What follows belongs to an exercise in optimizing a design on an open flow for small area, a short achievable clock period and few clock cycles; a production flow would make more cautious choices. Where RTL was checked, it was by simulation tests only, not by an equivalence proof against the original. Only the layout flow was run in runs 4 and 5; the RTL was not checked for function there. No activity file was given, so power comes from the tool's default toggle rates.

**constraint.sdc**
```tcl
create_clock -name core_clock -period 10.0 [get_ports {clk}]
set_input_delay 2.0000 -clock core_clock [delete_from_list [all_inputs] [get_ports {clk}]]
set_output_delay 2.0000 -clock core_clock [all_outputs]
set_load 0.01 [all_outputs]
```
**flow/run.sh**
```bash
#!/bin/bash
set -euo pipefail
export BUFFER_PORTS_ARGS="-buffer_cell sky130_fd_sc_hd__buf_1"
export CTS_ARGS="-sink_clustering_enable -repair_clock_nets -dont_use_dummy_load -buf_list sky130_fd_sc_hd__clkbuf_8 -sink_clustering_size 12 -sink_clustering_max_diameter 60"
bash standard.sh > standard_flow.log 2>&1
```
**standard.sh**
```bash
#!/bin/bash
# synth_recipe.tcl (not shown) runs the flow's synth.tcl, then flattens the netlist and writes it again
# the make line also repeats each setting of config.mk as NAME=value (left out here)
make -C /OpenROAD-flow-scripts/flow DESIGN_CONFIG=/design/flow/config.mk WORK_HOME=/design/flow/orfs CLKGATE_MAP_FILE= SYNTH_SCRIPT=/design/flow/synth_recipe.tcl "${@:-finish}"
```
**config.mk**
```make
export PLATFORM = sky130hd
export DESIGN_NAME = rrf_enc
export DESIGN_NICKNAME = rrf_enc
export VERILOG_FILES = /design/flow/design.v
export SDC_FILE = /design/flow/constraint.sdc
export NUM_CORES = 4
export LEC_CHECK = 0
export CAP_MARGIN = 20
export CORE_MARGIN = 2
export CORE_UTILIZATION = 65
export SETUP_SLACK_MARGIN = 4.4
export SLEW_MARGIN = 20
export SYNTH_HIERARCHICAL = 1
```
**design.v**
```verilog
module rrf_enc #(
    parameter integer MTU       = 1024,
    parameter integer HDR_BYTES = 16
) (
    input  wire        clk,
    input  wire        rst,           
    input  wire        cmd_valid,
    input  wire [31:0] cmd_data,
    output wire        cmd_ready,
    output reg         ev_valid,
    output reg  [1:0]  ev_type,
    output reg  [31:0] ev_data,
    input  wire        ev_ready,
    input  wire [7:0]  csr_addr,
    output reg  [31:0] csr_rdata,
    output wire        idle
);
    localparam integer L = (MTU - HDR_BYTES) * 8;
    localparam [2:0] Q_NORM = 3'd0;    
    localparam [2:0] Q_ABRT = 3'd1;    
    localparam [2:0] Q_TAIL = 3'd2;    
    localparam [2:0] Q_END  = 3'd3;    
    localparam [2:0] Q_GOBA = 3'd4;    
    localparam [1:0] AS_FLUSH = 2'd0;
    localparam [1:0] AS_GOB   = 2'd1;
    localparam [1:0] AS_MB    = 2'd2;
    localparam [1:0] MB_FIT   = 2'd0;
    localparam [1:0] MB_BIG   = 2'd1;
    localparam [1:0] MB_RETRY = 2'd2;
    localparam [3:0] RK_OK0    = 4'h0;
    localparam [3:0] RK_OKBC   = 4'h1;
    localparam [3:0] RK_SENT   = 4'h9;
    localparam [3:0] RK_MBOK   = 4'hA;
    localparam [3:0] RK_RETRY  = 4'hB;
    localparam [3:0] RK_BIG    = 4'hC;
    localparam [3:0] RK_GOBOK  = 4'hD;
    localparam [3:0] RK_SPLIT  = 4'hE;
    localparam [3:0] RK_FAULT  = 4'hF;
    reg [2:0]  sq;
    reg [31:0] cp;
    reg        fault;
    reg [1:0]  fcode;        
    reg [31:0] fault_cmd;
    reg [31:0] fault_cp;
    reg [31:0] acc;
    reg [12:0] room;         
    reg        gob_valid;
    reg [3:0]  gob_gn;
    reg [4:0]  gob_gq;
    reg [31:0] enc_pkt_cnt;
    reg [9:0]  last_bytes;
    reg [2:0]  last_ebit;
    reg        last_m;
    reg        pend;         
    reg        res_pend;
    wire [12:0] bitcount = L - room;
    wire [9:0]  nb_now   = (L / 8) - room[12:3];
    wire [2:0]  ebit_now = room[2:0];
    wire        streamed = (room < L - 32);    
    wire out_free = !ev_valid || ev_ready;
    wire q_norm   = (sq == Q_NORM);
    assign cmd_ready = q_norm && out_free;
    assign idle      = q_norm && !ev_valid && !res_pend;
    wire acc_w = cmd_valid && cmd_ready;
    wire [31:0] d   = cmd_data;
    wire [7:0]  opc = d[31:24];
    wire op_nop   = (opc == 8'h00);
    wire op_srst  = (opc == 8'h01);
    wire op_put   = (opc == 8'h10);
    wire op_flush = (opc == 8'h11);
    wire op_begin = (opc == 8'h12);
    wire op_gob   = (opc == 8'h13);
    wire op_mb    = (opc == 8'h14);
    wire opc_known = op_nop | op_srst | op_put | op_flush | op_begin | op_gob | op_mb;
    wire rsv_bad = op_put   ? (d[23:6]  != 18'd0) :
                   op_flush ? (d[22:0]  != 23'd0) :
                   op_gob   ? (d[23:9]  != 15'd0) :
                   op_mb    ? (d[23:16] != 8'd0)  :
                              (d[23:0]  != 24'd0);
    wire n_bad   = op_put && d[5] && (d[4:0] != 5'd0);
    wire hdr_bad = !opc_known || rsv_bad || n_bad;
    wire [1:0] hdr_fcode = !opc_known ? 2'b01 : (rsv_bad ? 2'b10 : 2'b11);
    wire [15:0] nbits   = d[15:0];
    wire        mb_fit  = ({3'd0, room} >= nbits);
    wire        mb_big  = gob_valid ? (nbits > L - 26) : (nbits > L);
    wire        mb_last  = (fault_cp[10:0] == {10'd0, (fault_cmd[4:0] == 5'd0)});
    wire [1:0]  mb_mode  = fault_cp[12:11];
    wire        pk_put   = !fault_cmd[26];
    wire [1:0]  as_kind  = fault_cmd[26:25];
    wire        send_m   = fault_cmd[23];
    wire [5:0]  put_n    = fault_cmd[5:0];
    wire [5:0]  mb_n     = mb_last ? {(fault_cmd[4:0] == 5'd0), fault_cmd[4:0]} : 6'd32;
    wire        put_ovf  = ({7'd0, put_n} > room);
    wire w_put  = acc_w && !fault && pend && pk_put;
    wire w_mbd  = acc_w && !fault && pend && !pk_put;
    wire w_hdr  = acc_w && !fault && !pend;
    wire w_srst = acc_w && (fault ? (d == 32'h01000000) : (!pend && !hdr_bad && op_srst));
    wire q_goba = (sq == Q_GOBA);
    wire q_tail = (sq == Q_TAIL);
    wire ap_left = !q_goba && !q_tail && !(pend && pk_put);    
    wire [5:0] ap_n = q_goba ? 6'd26 : q_tail ? 6'd0 : (pend && pk_put) ? put_n : mb_n;
    wire [31:0] gob_word = {6'd0, 16'h0001, gob_gn, gob_gq, 1'b0};
    wire [31:0] din = q_goba ? gob_word : (q_tail ? 32'd0 : d);
    wire        empty = (room == L);
    wire [4:0]  nf    = room[4:0];           
    wire [4:0]  rot_r = ap_left ? nf : (nf - ap_n[4:0]);
    wire [63:0] din2  = {din, din} << rot_r;
    wire [31:0] rot   = din2[63:32];
    wire [31:0] keep    = empty ? 32'd0 : (32'hFFFFFFFF << nf);    
    wire [31:0] cur_new = (acc & keep) | (rot & ~keep);
    wire        spill   = !empty && (ap_n > {1'b0, nf});
    wire do_ap = (w_put && !put_ovf) || (w_mbd && (mb_mode == MB_FIT)) ||
                 (q_goba && out_free);
    wire spill_eff = do_ap && spill;
    wire end_go    = (sq == Q_END) && out_free;
    reg [3:0] rk;
    always @(*) begin
        if (fault)
            rk = RK_FAULT;
        else if (!fault_cmd[28])
            rk = RK_OK0;                                   
        else case (fault_cmd[26:24])
            3'd0: rk = RK_OKBC;                            
            3'd1: rk = RK_SENT;                            
            3'd3: rk = fault_cp[11] ? RK_SPLIT : RK_GOBOK;  
            3'd4: rk = (fault_cp[12:11] == MB_FIT) ? RK_MBOK :
                       (fault_cp[12:11] == MB_BIG) ? RK_BIG : RK_RETRY;
            default: rk = RK_OK0;                          
        endcase
    end
    wire [2:0]  fcode8 = {(fcode == 2'b00), (fcode == 2'b00) ? 2'b01 : fcode};
    reg  [23:0] res_val;
    always @(*) begin
        case (rk)
            RK_OKBC, RK_MBOK, RK_GOBOK: res_val = {11'd0, bitcount};
            RK_SENT, RK_RETRY, RK_SPLIT: res_val = {14'd0, last_bytes};
            RK_BIG:   res_val = {8'd0, fault_cmd[15:0]};
            RK_FAULT: res_val = {21'd0, fcode8};
            default:  res_val = 24'd0;
        endcase
    end
    wire [7:0] res_code = (rk == RK_FAULT) ? 8'hFF : (rk == RK_OKBC) ? 8'h00 : {4'd0, rk};
    always @(posedge clk) begin
        if (rst) begin
            sq         <= Q_NORM;
            cp         <= 32'd0;
            fault      <= 1'b0;
            room         <= L;
            gob_valid  <= 1'b0;
            gob_gn     <= 4'd0;
            gob_gq     <= 5'd0;
            enc_pkt_cnt<= 32'd0;
            last_bytes <= 10'd0;
            last_ebit  <= 3'd0;
            last_m     <= 1'b0;
            pend       <= 1'b0;
            res_pend   <= 1'b0;
            ev_valid   <= 1'b0;
        end else begin
            if (ev_valid && ev_ready)
                ev_valid <= 1'b0;
            if (res_pend && out_free) begin
                res_pend <= 1'b0;
                ev_valid <= 1'b1;
                ev_type  <= 2'd0;
                ev_data  <= {res_code, res_val};
            end
            acc  <= spill_eff ? rot : cur_new;
            room <= do_ap ? (room - {7'd0, ap_n}) : room;
            if (spill_eff) begin
                ev_valid <= 1'b1;
                ev_type  <= 2'd1;
                ev_data  <= cur_new;
            end
            cp          <= cp + {31'd0, acc_w};
            enc_pkt_cnt <= enc_pkt_cnt + {31'd0, end_go};
            if (w_hdr) begin
                fault_cmd <= d;
                if (op_mb && (d[23:16] == 8'd0))
                    fault_cp <= {cp[31:13], (mb_fit ? MB_FIT : (mb_big ? MB_BIG : MB_RETRY)),
                                 nbits[15:5]};
                else if (op_gob && (d[23:9] == 15'd0))
                    fault_cp <= {cp[31:12], (room < 26), cp[10:0]};
                else
                    fault_cp <= cp;
                if (hdr_bad) begin
                    fault    <= 1'b1;
                    fcode    <= hdr_fcode;
                    res_pend <= 1'b1;
                end else begin
                    if (op_nop) begin
                        res_pend <= 1'b1;
                    end
                    if (op_put) begin
                        pend   <= 1'b1;
                    end
                    if (op_flush) begin
                        sq      <= Q_TAIL;
                    end
                    if (op_begin) begin
                        gob_valid  <= 1'b0;
                        gob_gn     <= 4'd0;
                        gob_gq     <= 5'd0;
                        sq         <= Q_ABRT;
                    end
                    if (op_gob) begin
                        gob_gn    <= d[3:0];
                        gob_gq    <= d[8:4];
                        gob_valid <= 1'b1;
                        if (room < 26) begin
                            sq      <= Q_TAIL;
                        end else begin
                            sq <= Q_GOBA;
                        end
                    end
                    if (op_mb) begin
                        if (nbits == 16'd0) begin
                            res_pend <= 1'b1;
                        end else begin
                            pend   <= 1'b1;
                        end
                    end
                end
            end
            if (w_put) begin
                pend     <= 1'b0;
                res_pend <= 1'b1;
                if (put_ovf) begin
                    fault <= 1'b1;
                    fcode <= 2'b00;
                end else begin
                end
            end
            if (w_mbd) begin
                fault_cp[10:0] <= fault_cp[10:0] - 11'd1;
                if (mb_last) begin
                    pend <= 1'b0;
                    case (mb_mode)
                    MB_FIT: begin
                        res_pend <= 1'b1;
                    end
                    MB_BIG: begin
                        res_pend <= 1'b1;
                    end
                    default: begin
                        sq      <= Q_TAIL;
                    end
                    endcase
                end
            end
            if (w_srst) begin
                fault_cmd   <= d;
                cp          <= 32'd1;
                fault       <= 1'b0;
                pend        <= 1'b0;
                gob_valid   <= 1'b0;
                gob_gn      <= 4'd0;
                gob_gq      <= 5'd0;
                enc_pkt_cnt <= 32'd0;
                last_bytes  <= 10'd0;
                last_ebit   <= 3'd0;
                last_m      <= 1'b0;
                sq          <= Q_ABRT;
            end
            case (sq)
            Q_ABRT: begin
                if (out_free) begin
                    room <= L;
                    if (streamed) begin
                        ev_valid <= 1'b1;
                        ev_type  <= 2'd3;
                        ev_data  <= 32'd0;
                    end
                    res_pend <= 1'b1;
                    sq       <= Q_NORM;
                end
            end
            Q_TAIL: begin
                if (out_free) begin
                    if (!empty) begin
                        ev_valid <= 1'b1;
                        ev_type  <= 2'd1;
                        ev_data  <= cur_new;
                    end
                    sq <= Q_END;
                end
            end
            Q_END: begin
                if (out_free) begin
                    ev_valid    <= 1'b1;
                    ev_type     <= 2'd2;
                    ev_data     <= {12'd0, send_m, ebit_now, 6'd0, nb_now};
                    last_bytes  <= nb_now;
                    last_ebit   <= ebit_now;
                    last_m      <= send_m;
                    room          <= L;
                    case (as_kind)
                    AS_FLUSH: begin
                        if (send_m)
                            gob_valid <= 1'b0;
                        res_pend <= 1'b1;
                        sq       <= Q_NORM;
                    end
                    AS_GOB: begin
                        sq <= Q_GOBA;
                    end
                    default: begin
                        if (gob_valid) begin
                            sq <= Q_GOBA;
                        end else begin
                            res_pend <= 1'b1;
                            sq       <= Q_NORM;
                        end
                    end
                    endcase
                end
            end
            Q_GOBA: begin
                if (out_free) begin
                    res_pend <= 1'b1;
                    sq       <= Q_NORM;
                end
            end
            default: ;
            endcase
        end
    end
    wire [31:0] csr_w;
    always @(*) csr_rdata = csr_w;
    rrf_csr u_csr (
        .csr_addr(csr_addr), .pend(pend), .gob_valid(gob_valid), .fault(fault), .fcode8(fcode8),
        .fault_cmd(fault_cmd), .fault_cp(fault_cp), .cp(cp), .bitcount(bitcount),
        .gob_gq(gob_gq), .gob_gn(gob_gn), .last_m(last_m), .last_ebit(last_ebit),
        .last_bytes(last_bytes), .enc_pkt_cnt(enc_pkt_cnt), .csr_rdata(csr_w)
    );
endmodule
module rrf_csr (
    input  wire [7:0]  csr_addr,
    input  wire        pend,
    input  wire        gob_valid,
    input  wire        fault,
    input  wire [2:0]  fcode8,
    input  wire [31:0] fault_cmd,
    input  wire [31:0] fault_cp,
    input  wire [31:0] cp,
    input  wire [12:0] bitcount,
    input  wire [4:0]  gob_gq,
    input  wire [3:0]  gob_gn,
    input  wire        last_m,
    input  wire [2:0]  last_ebit,
    input  wire [9:0]  last_bytes,
    input  wire [31:0] enc_pkt_cnt,
    output reg  [31:0] csr_rdata
);
    wire hz = (csr_addr[7:4] == 4'h0);
    wire s00 = hz && (csr_addr[3:0] == 4'h0);
    wire s01 = hz && (csr_addr[3:0] == 4'h1) && fault;
    wire s02 = hz && (csr_addr[3:0] == 4'h2) && fault;
    wire s03 = hz && (csr_addr[3:0] == 4'h3);
    wire s08 = hz && (csr_addr[3:0] == 4'h8);
    wire s09 = hz && (csr_addr[3:0] == 4'h9);
    wire s0a = hz && (csr_addr[3:0] == 4'hA);
    wire s0b = hz && (csr_addr[3:0] == 4'hB);
    wire s10 = (csr_addr == 8'h10);
    wire s23 = (csr_addr == 8'h23);
    wire h3  = (csr_addr[7:4] == 4'h3);
    wire s30 = h3 && (csr_addr[3:0] == 4'h0);
    wire s31 = h3 && (csr_addr[3:0] == 4'h1);
    wire s32 = h3 && (csr_addr[3:0] == 4'h2);
    wire s33 = h3 && (csr_addr[3:0] == 4'h3);
    wire s35 = h3 && (csr_addr[3:0] == 4'h5);
    wire s38 = h3 && (csr_addr[3:0] == 4'h8);
    wire s1k = s23 || s31 || (h3 && (csr_addr[3:0] == 4'h4)) || (h3 && (csr_addr[3:0] == 4'h6));
    always @(*) begin
        csr_rdata = ({32{s00}} & {11'd0, pend, gob_valid, 3'b000, 5'd0, fcode8 & {3{fault}}, 7'd0, fault}) |
                    ({32{s01}} & fault_cmd) | ({32{s02}} & fault_cp) | ({32{s03}} & cp) |
                    ({32{s08}} & {19'd0, bitcount}) | ({32{s09}} & {23'd0, gob_gq, gob_gn}) |
                    ({32{s0a}} & {12'd0, last_m, last_ebit, 6'd0, last_bytes}) | ({32{s0b}} & enc_pkt_cnt) |
                    {32{s10}} | ({32{s1k}} & 32'd1024) | ({32{s30}} & 32'd32) | ({32{s32}} & 32'd16) |
                    ({32{s33}} & 32'd5) | ({32{s35}} & 32'd256000) | ({32{s38}} & 32'd2048);
    end
endmodule
```
==> summary.txt, run 1 <==
* Status: timing/DRC/antenna clean
* Total power at 1.973 mW
* R2R Setup Slk at 4.57 ns
* Synthesized instance count at 1916
* CP Capture Type: output port
* Final setup TNS at 0 ns
* Worst slew margin relative to its limit at 0.2758
* HP Start: last_m$_SDFF_PP0_
* CP arrival at 3.64 ns
* #FFs+latches synth at 240
* First-pass GRT wire length at 93.33 mm
* Hold-fix buffers, CTS at 0
* Synth Flop Type: edfxtp_1
* GRT overflow at 0
* DRC at 0
* Largest net degree at the start of global routing at 64
* Req. time, crit path at 8.00 ns
* CP Launch Type: primary input
* Synthesis Warnings at 8
* Initial Util at 0.6605
* Post-DP HPWL at 47.37 mm
* Mapped Area at 17210 µm²
* Die area at 27800 µm²
* RR Endpoint: ev_data[7]$_DFFE_PN_
* Post-synthesis sequential area ratio at 0.3559
* Slowest stage cell, crit path: or4_4
* Root Buffer: clkbuf_8
* Pwr dens at 105.0 nW/µm²
* Fill cells at 2052
* Synth area leaders: edfxtp_1 23%, dfxtp_1 13%, mux2i_1 4.9%
* PortBufs at 112
* Share of cells above drive strength 1 at 0.1320
* TritonCTS Buffers at 27
* Die X at 166.7 µm
* Post-synth top area cell: edfxtp_1
* Worst path cell trace: buf_8 > or4_4 > nor4_4 > buf_4 > clkbuf_16 > a21oi_4 > o211ai_1 > buf_2
* Layout area overhead at 9.137%
* Setup-failing EPs final at 0
* Yosys cell types at 103
* RSZ-0062 raised after global routing: yes
* Commonest cells after routing, fill and taps aside: 205 x nor2_1, 192 x nand2_1, 132 x edfxtp_1
* Crit path largest cell delay at 0.60 ns
* CTS tree: built
* Hold Path Class: reg -> reg
* Met3 usage at 0.1157
* Worst Skew at 0.05269 ns
* Register area at 6126 µm²
* Final wirelength at 64.16 mm
* Vias per cell at 7.364
* Hold endpoint: last_m$_SDFF_PP0_
* Final Cycle Share at 0.5645
* Post-DR wirelength/cell at 27.54 µm
* Fmax at 0.1772 GHz
* Met1 Track Usage GR at 0.6249
* Initial antenna violation count at 0
* CTS sink cnt at 240
* Max FO, Critical Path at 7
* Reg clk slew, reported paths at 0.08 ns
* Post-synth EDFFs at 132
* Total of max-cap violations at 0
* Slew @ Worst Pin at 1.086 ns
* H-Tree Level Count at 1
* Async SR Flop Fraction at 0
* Num ports at 113
* Grt peak-use layer: met2
* Core area at 26060 µm²
* Commonest non-fill, non-tap cell in the layout: nor2_1
* Yosys top cell area share at 0.2303
* Total track usage at 0.4366
* Fin. Hold Viols at 0
* R2R cell count at 18
* FF-to-FF Start: fault_cmd[2]$_DFFE_PP_
* Worst-Skew Late Latency at 0.59 ns
* Leakage at 6.855 nW
* Die Y at 166.7 µm
* # nets final at 2082
* Antenna Nets Post-Route at 0
* Cells on Worst Hold Path at 2
* Vias at 17.16k
* Post-layout minimum cycle time at 5.645 ns
* M2 GR Usage at 0.6450
* Slew Viols, Final at 0
* Max IR drop VDD at 0.1240 mV
* Drt pass-1 iters at 7
* Multi-input gate area at 10600 µm²
* Critical path type: in -> out
* # rows at 59
* GP Congestion at 1.031
* Clk buf depth at 3
* Vias in the first global route at 15.24k
* First DRT Iteration DRCs at 3041
* Synthesized area per cell at 8.984 µm²
## area by class of cell
| class | instances | share of cell area |
|---|---|---|
| multi-input cells | 1500 | 0.5642 |
| inverters | 56 | 0.01159 |
| diodes | 2 | 0.0002664 |
| repair buffers | 170 | 0.05575 |
| flip-flops and latches | 240 | 0.3261 |
| well taps | 335 | 0.02231 |
| clock buffers | 27 | 0.01978 |
## Yosys stat by module (local to each module, per instance)
module	flops+latches	cells inside	cell area [µm²]	times used
rrf_csr	0	229	1615	1
rrf_enc	240	1687	15600	1
## per-layer routing
metal,share of wire,vias up
met5,0,-
met4,0.045,0
met3,0.16,217
met2,0.42,1465
met1,0.37,8202
li1,-,7273
## report_power, final
| group | total [mW] | leakage [nW] | internal (mW) | switching [mW] |
|---|---|---|---|---|
| clock | 0.585 | 0.194 | 0.238 | 0.347 |
| combinational | 0.264 | 4.55 | 0.0952 | 0.169 |
| sequential | 1.12 | 2.11 | 1.08 | 0.0414 |
| total | 1.97 | 6.85 | 1.42 | 0.557 |
## cell families (layout without fill, tap and decap cells)
| family | after synthesis | after routing | share of synthesized area |
|---|---|---|---|
| other | 0 | 2 | 0 |
| buffers and inverters | 179 | 253 | 0.04623 |
| and+or+nand+nor | 726 | 729 | 0.2050 |
| xor gates and xnor gates | 96 | 96 | 0.04994 |
| DFF | 240 | 240 | 0.3559 |
| adders and majority gates | 43 | 43 | 0.03169 |
| AOI/OAI and AO/OA | 467 | 467 | 0.1852 |
| muxes | 165 | 165 | 0.1260 |
## critical path: cells and delay by family
kind                   cells  cell delay [ns]
and+or+nand+nor            2             0.86
AOI/OAI and AO/OA          2             0.14
buffers and inverters      4             0.64
## cell usage after synthesis (all sizes together) (44+ instances only)
master and number:
buf 58, xor2 50, dfxtp 108, inv 54, a22oi 51, nand2 194
nand3 95, o211ai 44, nor2 210, xnor2 46, a21oi 117, clkbuf 65
edfxtp 132, o21ai 78, mux2i 88
## worst max path at each step
| stage | startpoint | endpoint | slack (ns) | cells after the start |
|---|---|---|---|---|
| after floorplan | cmd_data[19] | fault_cmd[0]$_DFFE_PP_ | 4.48 | 9 |
| after global placement | csr_addr[2] | csr_rdata[7] | 3.69 | 6 |
| after detailed placement | csr_addr[2] | csr_rdata[7] | 3.65 | 6 |
| after CTS | csr_addr[0] | csr_rdata[0] | 4.36 | 7 |
| after global routing | csr_addr[0] | csr_rdata[0] | 4.34 | 7 |
| final | csr_addr[7] | csr_rdata[27] | 4.36 | 8 |
## metrics by stage
step / cells / area (µm²) / util / hold slack [ns] / setup slack, ns
2_1_floorplan: 1916 / 17210 / - / 0.4454 / 4.479
3_3_place_gp: 2269 / 17700 / 0.6791 / 0.4522 / 3.686
3_5_place_dp: 2269 / 17700 / 0.6791 / 0.4647 / 3.645
4_1_cts: 2299 / 18240 / 0.7000 / 0.4756 / 4.361
5_1_grt: 2328 / 18780 / 0.7207 / 0.5085 / 4.344
6_report: 2330 / 18790 / 0.7209 / 0.4730 / 4.355
## sequential cells by signal, indices dropped and copies added (netlist names), 4 cells and up
register     flops
acc             32
cp              32
enc_pkt_cnt     32
ev_data         32
fault_cmd       32
fault_cp        32
gob_gn           4
gob_gq           5
last_bytes      10
room            13
## timing repair
item / CTS / global route
resized for setup: 30 / 79
setup buffers: 3 / 22
setup endpoints to repair: 32 / 69
cloned: 0 / 7
pin swaps: 2 / 12
Testbench counts, summed over its fixed seeds: cycles 90,432.
==> run 2, diff against run 1 <==
--- a/config.mk
+++ b/config.mk
@@ -7,7 +7,7 @@
 export LEC_CHECK = 0
 export CAP_MARGIN = 20
 export CORE_MARGIN = 2
-export CORE_UTILIZATION = 65
-export SETUP_SLACK_MARGIN = 4.4
+export CORE_UTILIZATION = 40
+export SETUP_SLACK_MARGIN = 4.6
 export SLEW_MARGIN = 20
 export SYNTH_HIERARCHICAL = 1
==> run 2 against run 1 <==
First-iteration DRC count shrank 24%. Critical path depth grew 1. Worst setup slack gained 0.040 ns. Worst hold slack gained 0.0083 ns. Sequential share of layout area shrank 1.3 points. Non-clock buffer count grew 25. Clock power grew 7.5%. Power grew 2.7%. Utilization shrank 26 points. Sequential power is essentially flat. Count of clock-buffer cells in the layout grew 3.
==> summary.txt, run 2 <==
* Max IR drop VDD at 0.07964 mV (was 0.1240 mV)
* Initial Util at 0.4023 (was 0.6605)
* Synthesis Warnings at 8 (unchanged)
* Critical path type: in -> out (unchanged)
* Async SR Flop Fraction at 0 (unchanged)
* H-Tree Level Count at 1 (unchanged)
* # rows at 76 (was 59)
* Synthesized-area fraction occupied by xor and xnor cells at 0.04994 (unchanged)
* Worst slew margin relative to its limit at 0.2541 (was 0.2758)
* Worst Skew at 0.06447 ns (was 0.05269 ns)
* Fin. Hold Viols at 0 (unchanged)
* Worst-Skew Late Latency at 0.66 ns (was 0.59 ns)
* Fill cells at 4200 (was 2052)
* Worst path cell trace: buf_12 > or4_4 > nor4_4 > buf_4 > buf_12 > buf_16 > a21oi_4 > o211ai_1 > buf_2 (was buf_8 > or4_4 > nor4_4 > buf_4 > clkbuf_16 > a21oi_4 > o211ai_1 > buf_2)
* Die Y at 211.4 µm (was 166.7 µm)
* Number of buffers and inverters on the critical path at 5 (was 4)
* Yosys top cell area share at 0.2303 (unchanged)
* Pwr dens at 103.5 nW/µm² (was 105.0 nW/µm²)
* GRT overflow at 0 (unchanged)
* Hold Path Class: reg -> reg (unchanged)
* Synth Area in Compound Gates at 0.1852 (unchanged)
* Commonest non-fill, non-tap cell in the layout: nor2_1 (unchanged)
* Die area at 44710 µm² (was 27800 µm²)
* Final wirelength at 68.77 mm (was 64.16 mm)
* Mux share of post-synthesis cell area at 0.1260 (unchanged)
* Post-layout minimum cycle time at 5.605 ns (was 5.645 ns)
* Antenna Nets Post-Route at 0 (unchanged)
* DRC at 0 (unchanged)
* Net Sw Power at 0.5774 mW (was 0.5567 mW)
* Slew @ Worst Pin at 1.119 ns (was 1.086 ns)
* CP startpoint: csr_addr[2] (was csr_addr[7])
* Initial antenna violation count at 4 (was 0)
* GP Congestion at 0.9753 (was 1.031)
* Post-DR wirelength/cell at 26.72 µm (was 27.54 µm)
* Drt pass-1 iters at 7 (unchanged)
* Synth Flop Type: edfxtp_1 (unchanged)
* Post-synthesis sequential area ratio at 0.3559 (unchanged)
* Top cells by count, synth: 210 x nor2_1, 194 x nand2_1, 132 x edfxtp_1 (unchanged)
* Total of max-cap violations at 0 (unchanged)
* Num ports at 113 (unchanged)
* HP Start: last_m$_SDFF_PP0_ (unchanged)
* Slew Viols, Final at 0 (unchanged)
* Setup-failing EPs final at 0 (unchanged)
* Slowest stage cell, crit path: or4_4 (unchanged)
* Most common cell in the netlist: nor2_1 (unchanged)
* Largest family of logic cells by synthesized area: simple AND/OR/NAND/NOR gates (unchanged)
* Mapped Area at 17210 µm² (unchanged)
* Clk buf depth at 3 (unchanged)
* CTS tree: built (unchanged)
* CP arrival at 3.61 ns (was 3.64 ns)
* Synth area leaders: edfxtp_1 23%, dfxtp_1 13%, mux2i_1 4.9% (unchanged)
* Largest net degree at the start of global routing at 68 (was 64)
* Commonest cells after routing, fill and taps aside: 205 x nor2_1, 191 x nand2_1, 132 x edfxtp_1 (was 205 x nor2_1, 192 x nand2_1, 132 x edfxtp_1)
* Crit-path most repeated cell: buf_12
* Die X at 211.4 µm (was 166.7 µm)
* CTS sink cnt at 240 (unchanged)
* WHS at 0.4813 ns (was 0.4730 ns)
* Core area at 42790 µm² (was 26060 µm²)
* CP Launch Type: primary input (unchanged)
* Root Buffer: clkbuf_8 (unchanged)
* TritonCTS Buffers at 30 (was 27)
* Total track usage at 0.2994 (was 0.4366)
* Vias in the first global route at 15.04k (was 15.24k)
* Final Cycle Share at 0.5605 (was 0.5645)
* Post-synth EDFFs at 132 (unchanged)
* # nets final at 2112 (was 2082)
* Status: timing/DRC/antenna clean (unchanged)
* #FFs+latches synth at 240 (unchanged)
* Layout area overhead at 13.72% (was 9.137%)
* Post-synth top area cell: edfxtp_1 (unchanged)
* RSZ-0062 raised after global routing: yes (unchanged)
* Req. time, crit path at 8.00 ns (about the same)
* Comb power frac at 0.137 (was 0.134)
* Synthesized area per cell at 8.984 µm² (unchanged)
* CP delay by family, top: simple AND/OR/NAND/NOR gates (unchanged)
* Crit path largest cell delay at 0.56 ns (was 0.60 ns)
* Clk pwr share at 0.311 (was 0.296)
* Synth Area in Adders at 0.03169 (unchanged)
* Reg power frac at 0.553 (was 0.570)
* Fmax at 0.1784 GHz (was 0.1772 GHz)
* Pint at 1.448 mW (was 1.417 mW)
* Switch share at 0.2850 (was 0.2821)
* Vias per cell at 6.392 (was 7.364)
* Vias at 16.45k (was 17.16k)
* Reg clk slew, reported paths at 0.08 ns (about the same)
* Synthesized instance count at 1916 (unchanged)
* Max FO, Critical Path at 5 (was 7)
* Leakage at 7.183 nW (was 6.855 nW)
* Share of cells above drive strength 1 at 0.1607 (was 0.1320)
* Final setup TNS at 0 ns (unchanged)
* Yosys cell types at 103 (unchanged)
* FF-to-FF Start: fault_cmd[2]$_DFFE_PP_ (unchanged)
* CP Capture Type: output port (unchanged)
* Hold-fix buffers, CTS at 0 (unchanged)
* First-pass GRT wire length at 99.81 mm (was 93.33 mm)
* Post-DP HPWL at 50.48 mm (was 47.37 mm)
* Total power at 2.026 mW (was 1.973 mW)
* First DRT Iteration DRCs at 2303 (was 3041)
* Post-synthesis simple-gate area fraction at 0.2050 (unchanged)
* PortBufs at 112 (unchanged)
* Post-layout util at 0.4575 (was 0.7209)
==> run 2: Yosys stat by module, one instance, submodules excluded <==
module	area (µm²)	copies in the design	flip-flops and latches
rrf_enc	15600	1	240
rrf_csr	1615	1	0
==> run 2: cell families after synthesis <==
kind of cell               count (synthesis)
AOI/OAI and AO/OA                        467
xor gates and xnor gates                  96
adders and majority gates                 43
buffers and inverters                    179
DFF                                      240
muxes                                    165
and+or+nand+nor                          726
==> run 2: tightest hold or removal path, stage by stage, from the launching register on <==
cell and delay [ns]:
dfxtp_1 0.32, nand3_1 0.06, a21oi_1 0.06
==> run 2: power by group through the flow <==
stage	Clock (mW)	Combinational, mW	Sequential (mW)
detailed placement	0	0.245	1.14
global route	0.670	0.296	1.12
CTS	0.638	0.259	1.12
global placement	0	0.241	1.14
floorplan	0	0.150	1.13
finish	0.629	0.277	1.12
==> run 2: stage by stage <==
stage          worst slack (ns)  instances  area, µm²
2_1_floorplan             4.561       1916      17240
3_3_place_gp              3.423       2484      18010
3_5_place_dp              3.431       2484      18030
4_1_cts                   4.460       2539      19050
5_1_grt                   4.361       2573      19570
6_report                  4.395       2574      19580
==> run 2: worst paths after layout <==
check	to	slack, ns	depth (start not counted)
worst max register to register	ev_data[12]$_DFFE_PN_	4.76	17
worst min register to register	last_m$_SDFF_PP0_	0.48	2
worst max-delay path	csr_rdata[7]	4.39	9
worst min-delay path	last_m$_SDFF_PP0_	0.48	2
==> run 2: final cells by class <==
type	count	area (µm²)	share of cell area
multi-input cells	1502	10760	0.5495
inverters	56	221.5	0.01131
clock buffers	30	412.9	0.02109
diodes	5	12.51	0.0006392
repair buffers	195	1359	0.06942
flip-flops and latches	240	6130	0.3131
well taps	546	683.2	0.03490
==> run 2: layer usage <==
metal	global-route usage	share of wire	vias up
met5	0	0	-
met4	0.1637	0.058	0
met3	0.04510	0.098	163
met2	0.4216	0.42	936
met1	0.4370	0.43	8012
li1	-	-	7343
==> run 2: timing repair <==
item | CTS | global route
setup endpoints to repair | 64 | 154
resized for setup | 101 | 60
cloned | 5 | 4
pin swaps | 25 | 16
buffers inserted | 20 | 26
==> run 3, diff against run 2 <==
--- a/config.mk
+++ b/config.mk
@@ -7,7 +7,7 @@
 export LEC_CHECK = 0
 export CAP_MARGIN = 20
 export CORE_MARGIN = 2
-export CORE_UTILIZATION = 40
-export SETUP_SLACK_MARGIN = 4.6
+export CORE_UTILIZATION = 55
+export SETUP_SLACK_MARGIN = 4.2
 export SLEW_MARGIN = 20
 export SYNTH_HIERARCHICAL = 1
==> run 3 against run 2 <==
Still clean on timing, DRC and antenna. Worst setup slack got worse by 0.13 ns. Clock skew fell by 0.0096 ns. Utilization rose by 14 points. Clock power is 4.0% lower. Largest power group unchanged.
==> summary.txt, run 3 <==
* Final Cycle Share at 0.5733 (was 0.5605)
* Post-synth top area cell: edfxtp_1 (unchanged)
* Total track usage at 0.3867 (was 0.2994)
* Clk buf depth at 3 (unchanged)
* Num ports at 113 (unchanged)
* Antenna Nets Post-Route at 0 (unchanged)
* R2R Setup Slk at 4.40 ns (was 4.76 ns)
* Vias in the first global route at 14.90k (was 15.04k)
* FF-to-FF Start: fault_cmd[4]$_DFFE_PP_ (was fault_cmd[2]$_DFFE_PP_)
* GRT overflow at 0 (unchanged)
* Slew @ Worst Pin at 1.092 ns (was 1.119 ns)
* Vias per cell at 6.890 (was 6.392)
* Drt pass-1 iters at 7 (unchanged)
* Pwr dens at 107.8 nW/µm² (was 103.5 nW/µm²)
* Async SR Flop Fraction at 0 (unchanged)
* Fill cells at 2764 (was 4200)
* Total of max-cap violations at 0 (unchanged)
* Synthesis Warnings at 8 (unchanged)
* Yosys top cell area share at 0.2303 (unchanged)
* Switch share at 0.2839 (was 0.2850)
* Final wirelength at 65.03 mm (was 68.77 mm)
* Slowest stage cell, crit path: nor2b_4 (was or4_4)
* Post-synth EDFFs at 132 (unchanged)
* Most common cell in the netlist: nor2_1 (unchanged)
* Die area at 32730 µm² (was 44710 µm²)
* WHS at 0.4677 ns (was 0.4813 ns)
* Total power at 1.978 mW (was 2.026 mW)
* Die Y at 180.9 µm (was 211.4 µm)
* Reg power frac at 0.567 (was 0.553)
* Initial Util at 0.5612 (was 0.4023)
* Hold Path Class: reg -> reg (unchanged)
* Max IR drop VDD at 0.1190 mV (was 0.07964 mV)
* Critical path type: in -> out (unchanged)
* Layout area overhead at 6.615% (was 13.72%)
* # nets final at 2057 (was 2112)
* Core area at 30670 µm² (was 42790 µm²)
* Largest net degree at the start of global routing at 74 (was 68)
* Comb power frac at 0.127 (was 0.137)
* Clk pwr share at 0.305 (was 0.311)
* Worst Skew at 0.05486 ns (was 0.06447 ns)
* First DRT Iteration DRCs at 2506 (was 2303)
* First-pass GRT wire length at 96.21 mm (was 99.81 mm)
* Crit path to: csr_rdata[17] (was csr_rdata[7])
* Post-layout minimum cycle time at 5.733 ns (was 5.605 ns)
* CTS tree: built (unchanged)
* CP Capture Type: output port (unchanged)
* RSZ-0062 raised after global routing: yes (unchanged)
* Req. time, crit path at 8.00 ns (about the same)
* Vias at 16.29k (was 16.45k)
* Crit path largest cell delay at 0.67 ns (was 0.56 ns)
* CP arrival at 3.73 ns (was 3.61 ns)
* Post-DP HPWL at 49.10 mm (was 50.48 mm)
* Worst path cell trace: clkbuf_2 > buf_8 > nor2b_4 > a22o_1 > nand4_1 > nand3_1 > buf_1 (was buf_12 > or4_4 > nor4_4 > buf_4 > buf_12 > buf_16 > a21oi_4 > o211ai_1 > buf_2)
* #FFs+latches synth at 240 (unchanged)
* R2R cell count at 18 (was 17)
* PortBufs at 112 (unchanged)
* Post-synthesis sequential area ratio at 0.3559 (unchanged)
* CP Launch Type: primary input (unchanged)
* Synthesized area per cell at 8.984 µm² (unchanged)
* GP Congestion at 1.007 (was 0.9753)
* Fin. Hold Viols at 0 (unchanged)
* Synth area leaders: edfxtp_1 23%, dfxtp_1 13%, mux2i_1 4.9% (unchanged)
* Commonest cells after routing, fill and taps aside: 208 x nor2_1, 194 x nand2_1, 132 x edfxtp_1 (was 205 x nor2_1, 191 x nand2_1, 132 x edfxtp_1)
* Post-layout util at 0.5984 (was 0.4575)
* Synth Flop Type: edfxtp_1 (unchanged)
* Worst-Skew Late Latency at 0.60 ns (was 0.66 ns)
* Pint at 1.416 mW (was 1.448 mW)
* Synthesized instance count at 1916 (unchanged)
* Share of cells above drive strength 1 at 0.09858 (was 0.1607)
* H-Tree Level Count at 1 (unchanged)
* Slew Viols, Final at 0 (unchanged)
* Top cells by count, synth: 210 x nor2_1, 194 x nand2_1, 132 x edfxtp_1 (unchanged)
* CTS sink cnt at 240 (unchanged)
* DRC at 0 (unchanged)
* Max FO, Critical Path at 34 (was 5)
* Status: timing/DRC/antenna clean (unchanged)
* Final setup TNS at 0 ns (unchanged)
* Leakage at 6.581 nW (was 7.183 nW)
* RR Endpoint: ev_data[7]$_DFFE_PN_ (was ev_data[12]$_DFFE_PN_)
* Root Buffer: clkbuf_8 (unchanged)
* Commonest non-fill, non-tap cell in the layout: nor2_1 (unchanged)
* Initial antenna violation count at 2 (was 4)
* Die X at 180.9 µm (was 211.4 µm)
* Net Sw Power at 0.5615 mW (was 0.5774 mW)
* Register area at 6126 µm² (was 6130 µm²)
* Fmax at 0.1744 GHz (was 0.1784 GHz)
* Mapped Area at 17210 µm² (unchanged)
* Reg clk slew, reported paths at 0.07 ns (was 0.08 ns)
* Yosys cell types at 103 (unchanged)
* # rows at 64 (was 76)
* Final Cell Area at 18350 µm² (was 19580 µm²)
* CP startpoint: csr_addr[0] (was csr_addr[2])
* Setup-failing EPs final at 0 (unchanged)
* Multi-input gate area at 10410 µm² (was 10760 µm²)
* Placed Area at 17790 µm² (was 18030 µm²)
* N_diodes at 0 (was 5)
* Worst slew margin relative to its limit at 0.2696 (was 0.2541)
* Post-DR wirelength/cell at 27.51 µm (was 26.72 µm)
* TritonCTS Buffers at 28 (was 30)
==> run 3: power groups by stage <==
| stage | Combinational (mW) | Clock (mW) | Sequential, mW |
|---|---|---|---|
| floorplan | 0.149 | 0 | 1.13 |
| global placement | 0.238 | 0 | 1.14 |
| detailed placement | 0.242 | 0 | 1.14 |
| CTS | 0.245 | 0.600 | 1.12 |
| global route | 0.269 | 0.632 | 1.12 |
| finish | 0.252 | 0.604 | 1.12 |
==> run 3: worst max-delay path, delay by kind of cell <==
kind	cells	cell delay [ns]
compound gates	1	0.28
buf+inv	3	0.50
simple gates	3	0.90
==> run 3: routing by layer <==
layer | track usage | up-vias | part of all wire
met5 | 0 | - | 0.00020
met4 | 0.1139 | 2 | 0.035
met3 | 0.09474 | 158 | 0.12
met2 | 0.5737 | 1008 | 0.43
met1 | 0.5584 | 7896 | 0.42
li1 | - | 7225 | -
==> run 3: timing repair <==
item | 4_1_cts | 5_1_grt
endpoints found under the setup margin | 33 | 13
resized for setup | 16 | 10
cloned | 1 | 0
pin swaps | 3 | 0
hold buffers | 0 | 0
setup buffers | 3 | 0
==> run 3: logic make-up after synthesis <==
group	synth area share
flip-flops	0.3559
AO/OA/AOI/OAI	0.1852
AND/OR/NAND/NOR	0.2050
buffers and inverters	0.04623
multiplexers	0.1260
adder cells (fa/ha/maj)	0.03169
XOR/XNOR	0.04994
==> run 3: layout make-up <==
class | instances | area share
Timing Repair Buffer | 146 | 0.03893
Sequential cell | 240 | 0.3338
Inverter | 56 | 0.01186
Tap cell | 396 | 0.02700
Multi-Input combinational cell | 1498 | 0.5674
Clock buffer | 28 | 0.02100
==> run 3: metrics by stage <==
step                      std cells  setup slack, ns
after floorplan                1916            4.479
after global placement         2332            3.339
after detailed placement       2332            3.359
after CTS                      2364            4.201
after global routing           2364            4.181
final                          2364            4.267
==> run 3: modules after synthesis, one instance, submodules excluded <==
module   copies in the design  cells  flops+latches
rrf_csr                     1    229              0
rrf_enc                     1   1687            240
==> run 3: how the worst min path moves through the flow <==
stage,depth (start not counted),slack (ns),end,from
floorplan,2,0.45,last_ebit[0]$_SDFF_PP0_,last_ebit[0]$_SDFF_PP0_
global placement,2,0.45,last_m$_SDFF_PP0_,last_m$_SDFF_PP0_
detailed placement,2,0.46,last_m$_SDFF_PP0_,last_m$_SDFF_PP0_
CTS,2,0.47,last_m$_SDFF_PP0_,last_m$_SDFF_PP0_
global route,2,0.50,last_m$_SDFF_PP0_,last_m$_SDFF_PP0_
finish,2,0.47,last_m$_SDFF_PP0_,last_m$_SDFF_PP0_
==> run 4, diff against run 3 <==
--- a/design.v
+++ b/design.v
@@ -83,7 +83,7 @@
     wire [15:0] nbits   = d[15:0];
     wire        mb_fit  = ({3'd0, room} >= nbits);
     wire        mb_big  = gob_valid ? (nbits > L - 26) : (nbits > L);
-    wire        mb_last  = (fault_cp[10:0] == {10'd0, (fault_cmd[4:0] == 5'd0)});
+    wire        mb_last  = (fault_cp[10:0] == 11'd0);
     wire [1:0]  mb_mode  = fault_cp[12:11];
     wire        pk_put   = !fault_cmd[26];
     wire [1:0]  as_kind  = fault_cmd[26:25];
@@ -178,7 +178,7 @@
                 fault_cmd <= d;
                 if (op_mb && (d[23:16] == 8'd0))
                     fault_cp <= {cp[31:13], (mb_fit ? MB_FIT : (mb_big ? MB_BIG : MB_RETRY)),
-                                 nbits[15:5]};
+                                 nbits[15:5] - {10'd0, (nbits[4:0] == 5'd0)}};
                 else if (op_gob && (d[23:9] == 15'd0))
                     fault_cp <= {cp[31:12], (room < 26), cp[10:0]};
                 else
@@ -352,25 +352,11 @@
     input  wire [31:0] enc_pkt_cnt,
     output reg  [31:0] csr_rdata
 );
-    wire hz = (csr_addr[7:4] == 4'h0);
-    wire s00 = hz && (csr_addr[3:0] == 4'h0);
-    wire s01 = hz && (csr_addr[3:0] == 4'h1) && fault;
-    wire s02 = hz && (csr_addr[3:0] == 4'h2) && fault;
-    wire s03 = hz && (csr_addr[3:0] == 4'h3);
-    wire s08 = hz && (csr_addr[3:0] == 4'h8);
-    wire s09 = hz && (csr_addr[3:0] == 4'h9);
-    wire s0a = hz && (csr_addr[3:0] == 4'hA);
-    wire s0b = hz && (csr_addr[3:0] == 4'hB);
-    wire s10 = (csr_addr == 8'h10);
-    wire s23 = (csr_addr == 8'h23);
-    wire h3  = (csr_addr[7:4] == 4'h3);
-    wire s30 = h3 && (csr_addr[3:0] == 4'h0);
-    wire s31 = h3 && (csr_addr[3:0] == 4'h1);
-    wire s32 = h3 && (csr_addr[3:0] == 4'h2);
-    wire s33 = h3 && (csr_addr[3:0] == 4'h3);
-    wire s35 = h3 && (csr_addr[3:0] == 4'h5);
-    wire s38 = h3 && (csr_addr[3:0] == 4'h8);
-    wire s1k = s23 || s31 || (h3 && (csr_addr[3:0] == 4'h4)) || (h3 && (csr_addr[3:0] == 4'h6));
+    wire [15:0] s;
+    rrf_csr_dec u_dec (.a(csr_addr), .s(s));
+    wire s00 = s[0], s01 = s[1] & fault, s02 = s[2] & fault, s03 = s[3];
+    wire s08 = s[4], s09 = s[5], s0a = s[6], s0b = s[7];
+    wire s10 = s[8], s1k = s[9], s30 = s[10], s32 = s[11], s33 = s[12], s35 = s[13], s38 = s[14];
     always @(*) begin
         csr_rdata = ({32{s00}} & {11'd0, pend, gob_valid, 3'b000, 5'd0, fcode8 & {3{fault}}, 7'd0, fault}) |
                     ({32{s01}} & fault_cmd) | ({32{s02}} & fault_cp) | ({32{s03}} & cp) |
@@ -380,3 +366,26 @@
                     ({32{s33}} & 32'd5) | ({32{s35}} & 32'd256000) | ({32{s38}} & 32'd2048);
     end
 endmodule
+module rrf_csr_dec (
+    input  wire [7:0]  a,
+    output wire [15:0] s
+);
+    wire hz = (a[7:4] == 4'h0);
+    wire h3 = (a[7:4] == 4'h3);
+    assign s[0]  = hz && (a[3:0] == 4'h0);
+    assign s[1]  = hz && (a[3:0] == 4'h1);
+    assign s[2]  = hz && (a[3:0] == 4'h2);
+    assign s[3]  = hz && (a[3:0] == 4'h3);
+    assign s[4]  = hz && (a[3:0] == 4'h8);
+    assign s[5]  = hz && (a[3:0] == 4'h9);
+    assign s[6]  = hz && (a[3:0] == 4'hA);
+    assign s[7]  = hz && (a[3:0] == 4'hB);
+    assign s[8]  = (a == 8'h10);
+    assign s[9]  = (a == 8'h23) || (h3 && ((a[3:0] == 4'h1) || (a[3:0] == 4'h4) || (a[3:0] == 4'h6)));
+    assign s[10] = h3 && (a[3:0] == 4'h0);
+    assign s[11] = h3 && (a[3:0] == 4'h2);
+    assign s[12] = h3 && (a[3:0] == 4'h3);
+    assign s[13] = h3 && (a[3:0] == 4'h5);
+    assign s[14] = h3 && (a[3:0] == 4'h8);
+    assign s[15] = 1'b0;
+endmodule
--- a/config.mk
+++ b/config.mk
@@ -7,7 +7,7 @@
 export LEC_CHECK = 0
 export CAP_MARGIN = 20
 export CORE_MARGIN = 2
-export CORE_UTILIZATION = 55
-export SETUP_SLACK_MARGIN = 4.2
+export CORE_UTILIZATION = 40
+export SETUP_SLACK_MARGIN = 4.4
 export SLEW_MARGIN = 20
 export SYNTH_HIERARCHICAL = 1
==> run 4 against run 3 <==
First-iteration DRC count fell by 11%. Final area rose by 4.1%. Power rose by 2.8%. Sequential share of layout area fell by 1.3 points. Clock skew rose by 0.025 ns. Register-to-register slack improved by 0.34 ns. Die area rose by 33%. Global-route usage fell by 8.5 points. Area after synthesis fell by 2.6%. Flip-flop and latch count did not move. Maximum frequency fell by 2.7%.
==> summary.txt, run 4 <==
* Status: timing/DRC/antenna clean (unchanged)
* Slew @ Worst Pin at 1.140 ns (was 1.092 ns)
* Hold-fix buffers, CTS at 0 (unchanged)
* WHS at 0.4801 ns (was 0.4677 ns)
* CP delay by family, top: simple AND/OR/NAND/NOR gates (unchanged)
* Worst slew margin relative to its limit at 0.2385 (was 0.2696)
* Clk buf depth at 3 (unchanged)
* Pwr dens at 106.4 nW/µm² (was 107.8 nW/µm²)
* Cells on Worst Hold Path at 2 (unchanged)
* Max IR drop VDD at 0.05745 mV (was 0.1190 mV)
* Hold Path Class: reg -> reg (unchanged)
* CP arrival at 3.89 ns (was 3.73 ns)
* Leakage at 7.230 nW (was 6.581 nW)
* H-Tree Level Count at 2 (was 1)
* Worst Skew at 0.07944 ns (was 0.05486 ns)
* Worst path cell trace: buf_6 > or4_4 > buf_6 > buf_6 > nor3_4 > buf_8 > a22o_1 > a2111oi_2 > o21ai_1 > buf_2 (was clkbuf_2 > buf_8 > nor2b_4 > a22o_1 > nand4_1 > nand3_1 > buf_1)
* GRT overflow at 0 (unchanged)
* Stages on the worst setup path at 10 (was 7)
* CTS tree: built (unchanged)
* Commonest non-fill, non-tap cell in the layout: nand2_1 (was nor2_1)
* First-pass GRT wire length at 98.68 mm (was 96.21 mm)
* RSZ-0062 raised after global routing: yes (unchanged)
* # nets final at 2146 (was 2057)
* Total of max-cap violations at 0 (unchanged)
* Vias at 16.51k (was 16.29k)
* Switch share at 0.2831 (was 0.2839)
* Max FO, Critical Path at 7 (was 34)
* Synthesized area per cell at 8.630 µm² (was 8.984 µm²)
* Layout area overhead at 14.02% (was 6.615%)
* DRC at 0 (unchanged)
* Worst-Skew Late Latency at 0.64 ns (was 0.60 ns)
* Final Cycle Share at 0.5892 (was 0.5733)
* Synthesized instance count at 1942 (was 1916)
* Antenna Nets Post-Route at 0 (unchanged)
* Number of buffers and inverters on the critical path at 5 (was 3)
* Largest net degree at the start of global routing at 73 (was 74)
* Clk pwr share at 0.339 (was 0.305)
* Die area at 43550 µm² (was 32730 µm²)
* Reg clk slew, reported paths at 0.08 ns (was 0.07 ns)
* Num ports at 113 (unchanged)
* CP Launch Type: primary input (unchanged)
* Core area at 41110 µm² (was 30670 µm²)
* Placed Area at 17600 µm² (was 17790 µm²)
* Reg power frac at 0.547 (was 0.567)
* CP Capture Type: output port (unchanged)
* TritonCTS Buffers at 34 (was 28)
* Setup-failing EPs final at 0 (unchanged)
* Initial Util at 0.4077 (was 0.5612)
* Drt pass-1 iters at 6 (was 7)
* Mapped Area at 16760 µm² (was 17210 µm²)
* CTS sink cnt at 240 (unchanged)
* GP Congestion at 0.9517 (was 1.007)
* Initial antenna violation count at 0 (was 2)
* Synthesis Warnings at 8 (unchanged)
* Slew Viols, Final at 0 (unchanged)
* Final wirelength at 68.04 mm (was 65.03 mm)
* R2R cell count at 16 (was 18)
* Final setup TNS at 0 ns (unchanged)
* First DRT Iteration DRCs at 2231 (was 2506)
* Die Y at 208.7 µm (was 180.9 µm)
* Fill cells at 3957 (was 2764)
* Post-DP HPWL at 48.91 mm (was 49.10 mm)
* Crit-path most repeated cell: buf_6
* Slowest stage cell, crit path: or4_4 (was nor2b_4)
* Root Buffer: clkbuf_8 (unchanged)
* Critical path type: in -> out (unchanged)
* Fmax at 0.1697 GHz (was 0.1744 GHz)
* PortBufs at 112 (unchanged)
* Vias per cell at 6.378 (was 6.890)
* Final Cell Area at 19110 µm² (was 18350 µm²)
* Post-DR wirelength/cell at 26.29 µm (was 27.51 µm)
* Net Sw Power at 0.5753 mW (was 0.5615 mW)
* Req. time, crit path at 8.00 ns (about the same)
* Vias in the first global route at 15.38k (was 14.90k)
* Fin. Hold Viols at 0 (unchanged)
* Comb power frac at 0.114 (was 0.127)
* Crit path largest cell delay at 0.58 ns (was 0.67 ns)
* Share of cells above drive strength 1 at 0.1363 (was 0.09858)
* Pint at 1.457 mW (was 1.416 mW)
* Die X at 208.7 µm (was 180.9 µm)
* # rows at 74 (was 64)
* Total track usage at 0.3012 (was 0.3867)
* Commonest cells after routing, fill and taps aside: 223 x nand2_1, 206 x nor2_1, 149 x a21oi_1 (was 208 x nor2_1, 194 x nand2_1, 132 x edfxtp_1)
* Post-layout minimum cycle time at 5.892 ns (was 5.733 ns)
-- run 4: final timing paths --
| kind | slack, ns | endpoint | startpoint |
|---|---|---|---|
| worst max-delay path | 4.11 | csr_rdata[10] | csr_addr[6] |
| worst min-delay path | 0.48 | last_m$_SDFF_PP0_ | last_m$_SDFF_PP0_ |
| worst max register to register | 4.74 | ev_data[8]$_DFFE_PN_ | fault_cp[0]$_DFFE_PP_ |
| worst min register to register | 0.48 | last_m$_SDFF_PP0_ | last_m$_SDFF_PP0_ |
-- run 4: what timing repair did --
| action | in CTS | in global routing |
|---|---|---|
| gates resized for setup | 82 | 37 |
| pin swaps | 32 | 23 |
| buffers inserted | 25 | 20 |
| cloned | 7 | 3 |
| endpoints found under the hold margin | 0 | 0 |
| endpoints found under the setup margin | 33 | 60 |
-- run 4: per-layer routing --
layer	vias up	routed length (µm)	GRT usage
met2	942	30600	0.4793
met5	-	0	0
met3	210	6702	0.05936
met4	0	3892	0.1613
met1	7973	26840	0.3865
li1	7381	-	-
-- run 4: worst min-delay path, stage by stage (launching register included) --
cell     delay [ns]
dfxtp_1        0.33
nand2_1        0.06
a21oi_1        0.05
-- run 4: cell type report --
cell class / instances / area [µm²] / share of cell area
Antenna cell: 1 / 2.502 / 0.0001310
Clock buffer: 34 / 467.9 / 0.02449
Inverter: 48 / 182.7 / 0.009560
Multi-Input combinational cell: 1538 / 10260 / 0.5367
Sequential cell: 240 / 6127 / 0.3207
Tap cell: 532 / 665.6 / 0.03484
Timing Repair Buffer: 195 / 1406 / 0.07360
-- run 4: power groups by stage --
stage	Clock, mW	Sequential (mW)	Combinational (mW)
after global routing	0.727	1.11	0.249
final	0.689	1.11	0.232
after detailed placement	0	1.13	0.213
after CTS	0.692	1.11	0.221
after floorplan	0	1.12	0.123
after global placement	0	1.13	0.209
-- run 4: per-stage QoR --
step | setup WS (ns) | total power, mW | util | instances
2_1_floorplan | 4.404 | 1.242 | - | 1942
3_3_place_gp | 3.311 | 1.339 | 0.4280 | 2497
3_5_place_dp | 3.199 | 1.343 | 0.4281 | 2497
4_1_cts | 4.142 | 2.022 | 0.4547 | 2563
5_1_grt | 4.058 | 2.088 | 0.4648 | 2587
6_report | 4.108 | 2.032 | 0.4648 | 2588
==> run 5, diff against run 4 <==
--- a/design.v
+++ b/design.v
@@ -350,42 +350,81 @@
     input  wire [2:0]  last_ebit,
     input  wire [9:0]  last_bytes,
     input  wire [31:0] enc_pkt_cnt,
-    output reg  [31:0] csr_rdata
+    output wire [31:0] csr_rdata
+);
+    wire [7:0]  sel;
+    wire        hz;
+    wire [31:0] x, c;
+    rrf_csr_lo_dec u_lo (.a(csr_addr[3:0]), .sel(sel));
+    rrf_csr_hz     u_hz (.a(csr_addr[7:4]), .hz(hz));
+    rrf_csr_const  u_c  (.a(csr_addr), .c(c));
+    rrf_csr_andor  u_ao (
+        .sel(sel),
+        .d0({11'd0, pend, gob_valid, 3'b000, 5'd0, fcode8 & {3{fault}}, 7'd0, fault}),
+        .d1(fault_cmd & {32{fault}}),
+        .d2(fault_cp & {32{fault}}),
+        .d3(cp),
+        .d8({19'd0, bitcount}),
+        .d9({23'd0, gob_gq, gob_gn}),
+        .da({12'd0, last_m, last_ebit, 6'd0, last_bytes}),
+        .db(enc_pkt_cnt),
+        .x(x)
+    );
+    rrf_csr_out    u_o  (.hz(hz), .x(x), .c(c), .y(csr_rdata));
+endmodule
+module rrf_csr_lo_dec (
+    input  wire [3:0] a,
+    output wire [7:0] sel
+);
+    assign sel[0] = (a == 4'h0);
+    assign sel[1] = (a == 4'h1);
+    assign sel[2] = (a == 4'h2);
+    assign sel[3] = (a == 4'h3);
+    assign sel[4] = (a == 4'h8);
+    assign sel[5] = (a == 4'h9);
+    assign sel[6] = (a == 4'hA);
+    assign sel[7] = (a == 4'hB);
+endmodule
+module rrf_csr_hz (
+    input  wire [3:0] a,
+    output wire       hz
+);
+    assign hz = (a == 4'h0);
+endmodule
+module rrf_csr_andor (
+    input  wire [7:0]  sel,
+    input  wire [31:0] d0, d1, d2, d3, d8, d9, da, db,
+    output wire [31:0] x
+);
+    assign x = ({32{sel[0]}} & d0) | ({32{sel[1]}} & d1) | ({32{sel[2]}} & d2) | ({32{sel[3]}} & d3) |
+               ({32{sel[4]}} & d8) | ({32{sel[5]}} & d9) | ({32{sel[6]}} & da) | ({32{sel[7]}} & db);
+endmodule
+module rrf_csr_const (
+    input  wire [7:0]  a,
+    output reg  [31:0] c
 );
-    wire [15:0] s;
-    rrf_csr_dec u_dec (.a(csr_addr), .s(s));
-    wire s00 = s[0], s01 = s[1] & fault, s02 = s[2] & fault, s03 = s[3];
-    wire s08 = s[4], s09 = s[5], s0a = s[6], s0b = s[7];
-    wire s10 = s[8], s1k = s[9], s30 = s[10], s32 = s[11], s33 = s[12], s35 = s[13], s38 = s[14];
     always @(*) begin
-        csr_rdata = ({32{s00}} & {11'd0, pend, gob_valid, 3'b000, 5'd0, fcode8 & {3{fault}}, 7'd0, fault}) |
-                    ({32{s01}} & fault_cmd) | ({32{s02}} & fault_cp) | ({32{s03}} & cp) |
-                    ({32{s08}} & {19'd0, bitcount}) | ({32{s09}} & {23'd0, gob_gq, gob_gn}) |
-                    ({32{s0a}} & {12'd0, last_m, last_ebit, 6'd0, last_bytes}) | ({32{s0b}} & enc_pkt_cnt) |
-                    {32{s10}} | ({32{s1k}} & 32'd1024) | ({32{s30}} & 32'd32) | ({32{s32}} & 32'd16) |
-                    ({32{s33}} & 32'd5) | ({32{s35}} & 32'd256000) | ({32{s38}} & 32'd2048);
+        case (a)
+            8'h10: c = 32'hFFFFFFFF;      
+            8'h23: c = 32'd1024;          
+            8'h30: c = 32'd32;            
+            8'h31: c = 32'd1024;          
+            8'h32: c = 32'd16;            
+            8'h33: c = 32'd5;             
+            8'h34: c = 32'd1024;          
+            8'h35: c = 32'd256000;        
+            8'h36: c = 32'd1024;          
+            8'h37: c = 32'd0;             
+            8'h38: c = 32'd2048;          
+            default: c = 32'd0;
+        endcase
     end
 endmodule
-module rrf_csr_dec (
-    input  wire [7:0]  a,
-    output wire [15:0] s
+module rrf_csr_out (
+    input  wire        hz,
+    input  wire [31:0] x,
+    input  wire [31:0] c,
+    output wire [31:0] y
 );
-    wire hz = (a[7:4] == 4'h0);
-    wire h3 = (a[7:4] == 4'h3);
-    assign s[0]  = hz && (a[3:0] == 4'h0);
-    assign s[1]  = hz && (a[3:0] == 4'h1);
-    assign s[2]  = hz && (a[3:0] == 4'h2);
-    assign s[3]  = hz && (a[3:0] == 4'h3);
-    assign s[4]  = hz && (a[3:0] == 4'h8);
-    assign s[5]  = hz && (a[3:0] == 4'h9);
-    assign s[6]  = hz && (a[3:0] == 4'hA);
-    assign s[7]  = hz && (a[3:0] == 4'hB);
-    assign s[8]  = (a == 8'h10);
-    assign s[9]  = (a == 8'h23) || (h3 && ((a[3:0] == 4'h1) || (a[3:0] == 4'h4) || (a[3:0] == 4'h6)));
-    assign s[10] = h3 && (a[3:0] == 4'h0);
-    assign s[11] = h3 && (a[3:0] == 4'h2);
-    assign s[12] = h3 && (a[3:0] == 4'h3);
-    assign s[13] = h3 && (a[3:0] == 4'h5);
-    assign s[14] = h3 && (a[3:0] == 4'h8);
-    assign s[15] = 1'b0;
+    assign y = ({32{hz}} & x) | c;
 endmodule
==> run 5 against run 4 <==
Die area rose by 12%. Synthesized cell count increased by 14%. Final area up 7.9%. Clock power down 9.9%. Largest power group unchanged. Highest routed layer unchanged.
==> summary.txt, run 5 <==
* Status: timing/DRC/antenna clean (unchanged)
* Async SR Flop Fraction at 0
* CP startpoint: csr_addr[2] (was csr_addr[6])
* Synth area leaders: edfxtp_1 21%, dfxtp_1 12%, a22oi_1 5.3%
* PortBufs at 112 (unchanged)
* Post-synthesis sequential area ratio at 0.3266
* Vias in the first global route at 17.24k (was 15.38k)
* Hold Path Class: reg -> reg (unchanged)
* Synth Flop Type: edfxtp_1
* Yosys top cell area share at 0.2113
* Slowest stage cell, crit path: a22oi_1 (was or4_4)
* Worst path cell trace: clkbuf_4 > nor4_4 > clkbuf_8 > a22oi_1 > nand4_1 > a21o_1 > buf_1 (was buf_6 > or4_4 > buf_6 > buf_6 > nor3_4 > buf_8 > a22o_1 > a2111oi_2 > o21ai_1 > buf_2)
* Placed insts at 2874 (was 2497)
* Synthesized instance count at 2211 (was 1942)
* Fill cells at 4710 (was 3957)
* R2R cell count at 18 (was 16)
* CTS tree: built (unchanged)
* TritonCTS Buffers at 29 (was 34)
* Total track usage at 0.3112 (was 0.3012)
* Drt pass-1 iters at 8 (was 6)
* RSZ-0062 raised after global routing: yes (unchanged)
* First-pass GRT wire length at 113.3 mm (was 98.68 mm)
* Crit path largest cell delay at 0.50 ns (was 0.58 ns)
* CP arrival at 3.61 ns (was 3.89 ns)
* DRC at 0 (unchanged)
* FF-to-FF Start: fault_cp[0]$_DFFE_PP_ (unchanged)
* Synthesis Warnings at 8 (unchanged)
* Worst Skew at 0.05043 ns (was 0.07944 ns)
* Initial Util at 0.4037 (was 0.4077)
* Placed Area at 19680 µm² (was 17600 µm²)
* Clk buf depth at 3 (unchanged)
* #FFs+latches synth at 240
* Num ports at 113 (unchanged)
* Slew Viols, Final at 0 (unchanged)
* GRT overflow at 0 (unchanged)
* Post-layout util at 0.4440 (was 0.4648)
* Vias at 19.08k (was 16.51k)
* Most common cell in the netlist: nor2_1
* CP Launch Type: primary input (unchanged)
* Cells on Worst Hold Path at 2 (unchanged)
* GP Congestion at 0.9790 (was 0.9517)
* Root Buffer: clkbuf_8 (unchanged)
* Post-DR wirelength/cell at 26.83 µm (was 26.29 µm)
* Layout area overhead at 9.980% (was 14.02%)
* R2R Setup Slk at 4.55 ns (was 4.74 ns)
* Post-layout minimum cycle time at 5.614 ns (was 5.892 ns)
* Post-synth EDFFs at 132
* Fin. Hold Viols at 0 (unchanged)
* Die X at 220.5 µm (was 208.7 µm)
* Post-DP HPWL at 57.65 mm (was 48.91 mm)
* Antenna Nets Post-Route at 0 (unchanged)
* Commonest non-fill, non-tap cell in the layout: nor2_1 (was nand2_1)
* Initial antenna violation count at 1 (was 0)
* Final wirelength at 78.57 mm (was 68.04 mm)
* Final Cell Area at 20630 µm² (was 19110 µm²)
* Cell Count, Final, Fillers Out at 2929 (was 2588)
* Commonest cells after routing, fill and taps aside: 178 x nor2_1, 171 x nand2_1, 132 x edfxtp_1 (was 223 x nand2_1, 206 x nor2_1, 149 x a21oi_1)
* Worst slew margin relative to its limit at 0.2447 (was 0.2385)
* Number of buffers and inverters on the critical path at 3 (was 5)
* Synthesized area per cell at 8.483 µm² (was 8.630 µm²)
* # nets final at 2413 (was 2146)
* # rows at 79 (was 74)
* Share of cells above drive strength 1 at 0.09862 (was 0.1363)
* Fmax at 0.1781 GHz (was 0.1697 GHz)
* Crit path to: csr_rdata[20] (was csr_rdata[10])
* N_diodes at 0 (was 1)
* Total of max-cap violations at 0 (unchanged)
* Slew @ Worst Pin at 1.133 ns (was 1.140 ns)
* CTS sink cnt at 240 (unchanged)
* CP delay by family, top: compound AO/OA/AOI/OAI gates (was simple AND/OR/NAND/NOR gates)
* Top cells by count, synth: 181 x nor2_1, 174 x nand2_1, 132 x a22oi_1, 132 x edfxtp_1, 110 x a21oi_1
* WHS at 0.4909 ns (was 0.4801 ns)
* Stages on the worst setup path at 7 (was 10)
* Final Cycle Share at 0.5614 (was 0.5892)
* Core area at 46460 µm² (was 41110 µm²)
* Worst-Skew Late Latency at 0.63 ns (was 0.64 ns)
* Max FO, Critical Path at 20 (was 7)
* Reg clk slew, reported paths at 0.07 ns (was 0.08 ns)
* Max IR drop VDD at 0.09546 mV (was 0.05745 mV)
* Largest net degree at the start of global routing at 76 (was 73)
* Final setup TNS at 0 ns (unchanged)
* Mapped Area at 18760 µm² (was 16760 µm²)
* Req. time, crit path at 8.00 ns (about the same)
* Critical path type: in -> out (unchanged)
* CP Capture Type: output port (unchanged)
* Pwr dens at 99.24 nW/µm² (was 106.4 nW/µm²)
* Yosys cell types at 100
* Setup-failing EPs final at 0 (unchanged)
* H-Tree Level Count at 1 (was 2)
* First DRT Iteration DRCs at 2384 (was 2231)
* Vias per cell at 6.512 (was 6.378)
* Post-synth top area cell: edfxtp_1
* Die Y at 220.5 µm (was 208.7 µm)
* RR Endpoint: ev_data[2]$_DFFE_PN_ (was ev_data[8]$_DFFE_PN_)
* Leakage at 7.446 nW (was 7.230 nW)
* Die area at 48640 µm² (was 43550 µm²)
run 5: area by class of cell:
type | instances | area, µm² | share of cell area
inverter | 60 | 236.5 | 0.01146
sequential | 240 | 6130 | 0.2972
clock buffer | 29 | 399.1 | 0.01935
timing repair buffer | 171 | 919.6 | 0.04458
multi-input combinational | 1822 | 12180 | 0.5906
tap | 607 | 759.5 | 0.03682
run 5: where the power goes:
| part | total (mW) | switching (mW) | internal, mW |
|---|---|---|---|
| registers | 1.12 | 0.0332 | 1.08 |
| logic | 0.310 | 0.207 | 0.103 |
| clock network | 0.621 | 0.365 | 0.256 |
| total | 2.05 | 0.605 | 1.44 |
run 5: routing by layer:
layer / up-vias / share of wire / track usage
met5: - / 0 / 0
met4: 0 / 0.040 / 0.1147
met3: 187 / 0.098 / 0.05471
met2: 1079 / 0.45 / 0.4986
met1: 9271 / 0.41 / 0.4199
li1: 8538 / - / -
run 5: worst reg2reg max path: stages (launching register included):
cell       delay [ns]
edfxtp_1         0.46
inv_1            0.11
ha_1             0.21
nand3_1          0.20
or4_4            0.61
nand2_1          0.21
and2_1           0.22
a21oi_1          0.09
nor2_2           0.19
fa_1             0.55
nor3b_4          0.28
buf_4            0.18
a21oi_4          0.08
buf_4            0.21
mux4_2           0.35
a31o_2           0.30
a211oi_2         0.42
a2111oi_0        0.16
a311o_1          0.37
run 5: Yosys stat by module, one instance, submodules excluded, excerpt:
module	flip-flops and latches	cells
rrf_csr_lo_dec	0	8
rrf_csr_andor	0	184
rrf_csr_out	0	35
rrf_csr_const	0	54
rrf_csr	0	75
rrf_enc	240	1854
run 5: cell families after synthesis:
| kind of cell | Yosys count | share of synthesized area |
|---|---|---|
| compound gates | 726 | 0.2795 |
| xor+xnor | 100 | 0.04710 |
| fa+ha+maj | 45 | 0.03042 |
| buf+inv | 240 | 0.06418 |
| flops | 240 | 0.3266 |
| mux | 56 | 0.03449 |
| other cells | 1 | 0.0001999 |
| simple gates | 803 | 0.2175 |
run 5: timing repair:
action / in CTS / in global routing
gates cloned: 2 / 7
setup buffers: 3 / 14
pin swaps: 1 / 2
resized for setup: 30 / 57
endpoints found under the setup margin: 93 / 95
hold buffers: 0 / 0
run 5: stage by stage:
step | setup WS, ns | power (mW)
floorplan | 4.555 | 1.305
global placement | 3.616 | 1.421
detailed placement | 3.582 | 1.424
CTS | 4.395 | 2.037
global route | 4.332 | 2.110
finish | 4.386 | 2.047
run 5: worst min path at each step:
stage                       startpoint                 endpoint  slack, ns
4_1_cts              last_m$_SDFF_PP0_        last_m$_SDFF_PP0_       0.49
6_report       last_ebit[0]$_SDFF_PP0_  last_ebit[0]$_SDFF_PP0_       0.49
5_1_grt        last_ebit[0]$_SDFF_PP0_  last_ebit[0]$_SDFF_PP0_       0.52
3_5_place_dp         last_m$_SDFF_PP0_        last_m$_SDFF_PP0_       0.48
3_3_place_gp         last_m$_SDFF_PP0_        last_m$_SDFF_PP0_       0.47
2_1_floorplan  last_ebit[0]$_SDFF_PP0_  last_ebit[0]$_SDFF_PP0_       0.45

Setup slack of run 5, layout unchanged: 4.386 ns with ideal ports, 4.359 ns with driving cells assumed (clock clkbuf_16, inputs buf_2), 4.279 ns with port delays also shifted by the 0.661 ns mid clock arrival.
